Source: an optimization exercise on an open RTL-to-GDS flow (aim: small area, a short achievable clock period and few clock cycles per item). Production flows keep margins and buffers that such runs may drop. Where RTL was checked, it was by simulation tests only, not by an equivalence proof against the original. Power figures rest on the tool's default switching activity, not on a simulated workload.

// ptc_analyzer
module ptc_analyzer (
    input  wire        clk,
    input  wire        rst,
    input  wire        in_valid,
    output reg         in_ready,
    input  wire [7:0]  in_data,
    output reg         ent_valid,
    output wire [3:0]  ent_index,
    output wire [23:0] ent_start,
    output wire [15:0] ent_size,
    output wire [7:0]  ent_type_flags,
    output reg  [2:0]  ent_kind,
    output wire        ent_active,
    output wire        ent_locked,
    output reg  [15:0] ent_size_kb,
    output reg         ent_contig_err,
    output wire [20:0] ent_expected,
    output wire [69:0] ent_name,
    output reg         res_valid,
    output reg  [1:0]  res_status,
    output wire [15:0] res_magic,
    output wire [15:0] res_cks_stored,
    output wire [15:0] res_cks_computed,
    output wire [7:0]  res_drive_type,
    output wire [23:0] res_total,
    output wire [15:0] res_cylinders,
    output wire [7:0]  res_heads,
    output wire [7:0]  res_sectors,
    output wire [7:0]  res_interleave,
    output wire [7:0]  res_boot,
    output wire [31:0] res_active_slots,
    output wire [20:0] res_partitioned,
    output wire [15:0] res_contig_mask,
    output reg         res_w_checksum,
    output reg         res_w_total,
    output reg         res_w_geometry,
    output wire [23:0] res_derived_cyl,
    output reg  [16:0] res_logical_mb_x10,
    output wire [24:0] res_native_mb_x10,
    output wire [4:0]  res_viol_count
);
Size: roughly 1500 cells after synthesis, about 450 flip-flops, roughly 450 I/O pins, ~20000 µm² of cells after synthesis.
export LEC_CHECK = 0
export CAP_MARGIN = 20
export CORE_MARGIN = 2
export CORE_UTILIZATION = 55
export CTS_CLUSTER_DIAMETER = 150
export CTS_CLUSTER_SIZE = 25
export PLACE_DENSITY = 0.7
export SLEW_MARGIN = 20
create_clock -name core_clock -period 14.0 [get_ports {clk}]
standard.sh (not shown) runs the stock make flow with config.mk's settings and CLKGATE_MAP_FILE= SYNTH_SCRIPT=/design/flow/synth_recipe.tcl, a recipe that flattens the netlist after the stock synthesis.
==> flow/flow/run.sh <==
#!/bin/bash
# Standard ORFS layout with buf_1 port buffers, and the setup repair
# asked to leave extra slack at the design's clock period.
set -euo pipefail
export BUFFER_PORTS_ARGS="-buffer_cell sky130_fd_sc_hd__buf_1"
export SETUP_SLACK_MARGIN=9.9
bash standard.sh > standard.log 2>&1
Testbench counts at the start, summed over its fixed seeds: cycles 197,392, tables 384.
Rerun with:
--- a/flow/design.v
+++ b/flow/design.v
@@ -64,13 +64,13 @@
         begin
             if (b[6:5] == 2'b00 || b[6:0] == 7'h7F) sanitize = 7'h3F;
             else                                   sanitize = b[6:0];
         end
     endfunction
     wire [6:0] din_s = sanitize(din);
-    reg  [3:0]  lc;
+    wire [3:0]  lc;                     
     wire [11:0] lv = {1'b0, din, 3'd0} + {3'd0, din, 1'b0}
                    + {8'd0, c[2] ? lc : 4'd0} + {9'd0, c[2] & ~c[0], 2'd0};
     integer k;
     always @(posedge clk) begin
         din <= in_data;
         idx <= c[8:5];
@@ -80,17 +80,15 @@
                 9'd1:   magic[15:8]   <= din;
                 9'd4:   cks_st[7:0]   <= din;
                 9'd5:   cks_st[15:8]  <= din;
                 9'd8:   drive         <= din;
                 9'd9: begin
                     total[7:0]    <= din;
-                    lc            <= lv[11:8];
                 end
                 9'd12: begin
                     total[15:8]   <= din;
-                    lc            <= lv[11:8];
                     res_logical_mb_x10[4:0]  <= lv[7:3];
                 end
                 9'd13: begin
                     total[23:16]  <= din;
                     res_logical_mb_x10[16:5] <= lv;
                 end
@@ -184,12 +182,13 @@
         else if (heads == 8'd0 || sect == 8'd0) res_status <= 2'd2;
         else                                res_status <= 2'd0;
     end
     reg  [23:0] q;
     reg  [7:0]  rem;
     reg  [24:0] nmb;
+    assign lc = rem[3:0];
     wire        mclr  = c[8:5] == 4'd1;
     wire        mstep = c[8:6] == 3'd1;
     wire [5:0]  t     = c[5:0];
     wire        x1    = (t[5:3] == 3'd0) && heads[t[2:0]];
     wire [8:0]  t1    = {1'b0, rem} + (x1 ? {1'b0, sect} : 9'd0);
     wire        h1 = q[16], h2 = q[17], h3 = q[18], c1 = q[19];
@@ -212,13 +211,15 @@
                 q   <= total;
             end else if (mstep) begin
                 rem      <= t1[8:1];
                 q[19:0]  <= {zc, h2, h1, t1[0], t2[16:1]};
                 if (t >= 6'd11 && t <= 6'd35)
                     nmb <= {t2[0], nmb[24:1]};
-            end else begin
+            end else if (c == 9'd9 || c == 9'd12) begin
+                rem[3:0] <= lv[11:8];
+            end else if (c[8:4] != 5'd0) begin
                 rem <= 8'd0;
                 if (mclr) q[19:0] <= 20'd1024;
             end
         end
         res_w_geometry <= (q > {8'd0, cyl});
     end
The changed run went through all stages and came out clean.
Total power shrinks by 1.4%.
Routed wire length is about the same.
Register-to-register slack barely changes.
Final area came out lower by 0.53%.
Synthesized cell count came out lower by 1.6%.
Testbench counts after the change, summed over its fixed seeds: cycles 197,392, tables 384.


Another version of the RTL of ptc_analyzer (not shown whole).
Size: about 1500 cells after synthesis, roughly 470 flip-flops, roughly 450 I/O pins, roughly 20000 um2 of cells after synthesis.
export LEC_CHECK = 0
export CAP_MARGIN = 20
export CORE_MARGIN = 2
export CORE_UTILIZATION = 40
export PLACE_DENSITY = 0.6
export SLEW_MARGIN = 20
create_clock -name core_clock -period 14.0 [get_ports {clk}]
Scripts as last shown in full above: flow/flow/run.sh
Next try:
--- a/flow/design.v
+++ b/flow/design.v
@@ -182,54 +182,46 @@
         res_w_total    <= w_tot_c;
         if (!magic_ok)                      res_status <= 2'd1;
         else if (heads == 8'd0 || sect == 8'd0) res_status <= 2'd2;
         else                                res_status <= 2'd0;
     end
     reg  [23:0] q;
     reg  [7:0]  rem;
-    wire        dpass = (c[8:5] == 4'd1 || c[8:5] == 4'd2) && c[4:3] != 2'b11;
+    reg  [24:0] nmb;
+    wire        mclr  = c[8:5] == 4'd1;
+    wire        mstep = c[8:6] == 3'd1;
+    wire [5:0]  t     = c[5:0];
+    wire        x1    = (t[5:3] == 3'd0) && heads[t[2:0]];
+    wire [8:0]  t1    = {1'b0, rem} + (x1 ? {1'b0, sect} : 9'd0);
+    wire        h1 = q[16], h2 = q[17], h3 = q[18], c1 = q[19];
+    wire        z     = h1 ^ h3 ^ c1;
+    wire        zc    = (h1 & h3) | (h1 & c1) | (h3 & c1);
+    wire [16:0] t2    = {1'b0, q[15:0]} + (z ? {1'b0, cyl} : 17'd0);
+    wire        dpass = (c[8:5] == 4'd4 || c[8:5] == 4'd5) && c[4:3] != 2'b11;
     wire        dbit  = q[23];
-    wire [7:0]  dvs   = c[5] ? heads : sect;
+    wire [7:0]  dvs   = c[5] ? sect : heads;
     wire [8:0]  dt    = {rem, dbit};
     wire [9:0]  dd    = {1'b0, dt} - {2'b0, dvs};
     wire        dge   = !dd[9];
-    reg         h1, h2, h3, c1;
-    reg  [15:0] s2;
-    reg  [24:0] nmb;
-    wire [5:0]  t     = c[5:0];
-    wire        mstep = tk && c[8:6] == 3'd2;
-    wire        mclr  = tk && c[8:5] == 4'd3;
-    wire        x1    = (t[5:3] == 3'd0) && heads[t[2:0]];
-    wire [8:0]  t1    = {1'b0, rem} + (x1 ? {1'b0, sect} : 9'd0);
-    wire        z     = h1 ^ h3 ^ c1;
-    wire        zc    = (h1 & h3) | (h1 & c1) | (h3 & c1);
-    wire [16:0] t2    = {1'b0, s2} + (z ? {1'b0, cyl} : 17'd0);
-    always @(posedge clk) begin
-        if (mclr) begin
-            h1 <= 1'b0; h2 <= 1'b0; h3 <= 1'b0;
-            c1 <= 1'b0;
-            s2 <= 16'd1024;
-        end else if (mstep) begin
-            h1 <= t1[0]; h2 <= h1; h3 <= h2;
-            c1 <= zc;
-            s2 <= t2[16:1];
-            if (t >= 6'd11 && t <= 6'd35)
-                nmb <= {t2[0], nmb[24:1]};
-        end
-    end
     always @(posedge clk) begin
         if (tk) begin
             if (dpass) begin
                 rem <= dge ? dd[7:0] : dt[7:0];
                 q   <= {q[22:0], dge};
+            end else if (c == 9'd127) begin
+                rem <= 8'd0;
+                q   <= total;
             end else if (mstep) begin
-                rem <= t1[8:1];
+                rem      <= t1[8:1];
+                q[19:0]  <= {zc, h2, h1, t1[0], t2[16:1]};
+                if (t >= 6'd11 && t <= 6'd35)
+                    nmb <= {t2[0], nmb[24:1]};
             end else begin
                 rem <= 8'd0;
-                if (c == 9'd31) q <= total;
+                if (mclr) q[19:0] <= 20'd1024;
             end
         end
         res_w_geometry <= (q > {8'd0, cyl});
     end
     assign ent_index        = idx;
     assign ent_start        = e_start;
     assign ent_size         = e_size;
Setup slack improved by 0.040 ns.
Hold slack improved by 0.023 ns.
Synthesized area goes down by 2.7%.
Wire length goes down by 3.5%.
Maximum frequency goes up by 0.98%.
Non-clock buffer count goes down by 13.
Global-route usage stays flat.
Power goes down by 3.7%.
Synthesized cell count goes down by 1.7%.
Die area goes down by 2.7%.
Via count goes down by 2.1%.
Testbench counts after the change, summed over its fixed seeds: cycles 197,392, tables 384.
No functional check of the RTL was part of the first run of this note.

-- re-timing with driven ports --
How much do the figures lean on ideal ports? The routed layouts below were timed once more, with nothing changed but the port constraints.
Step 1: set_driving_cell puts a clkbuf_16 on clk and a buf_2 on each other input, an assumption about the parent block.
Step 2, shift: input delay + t, output delay - t, t = (earliest + latest rising clock arrival at the registers) / 2. This alone moves slack from input paths to output paths.
Three values: ideal, step 1, step 2; two values: the first two.
run	t, ns	setup WS [ns]	worst setup path after step 2	worst register clock-pin slew, ns
the first run of note 1	0.591	9.923 / 9.869 / 9.460	input to register	0.11 / 0.11
the second run of note 1	0.600	9.904 / 9.847 / 9.423	input to register	0.11 / 0.11
the first run of note 2	0.647	9.885 / 9.826 / 9.506	input to register	0.06 / 0.06
the second run of note 2	0.650	9.925 / 9.866 / 9.415	input to register	0.07 / 0.07
After both steps setup and hold are still met in every run listed. The setup slack of the second run of note 2, which loses most, moves by -0.059 ns with the drivers and by -0.510 ns with both steps.
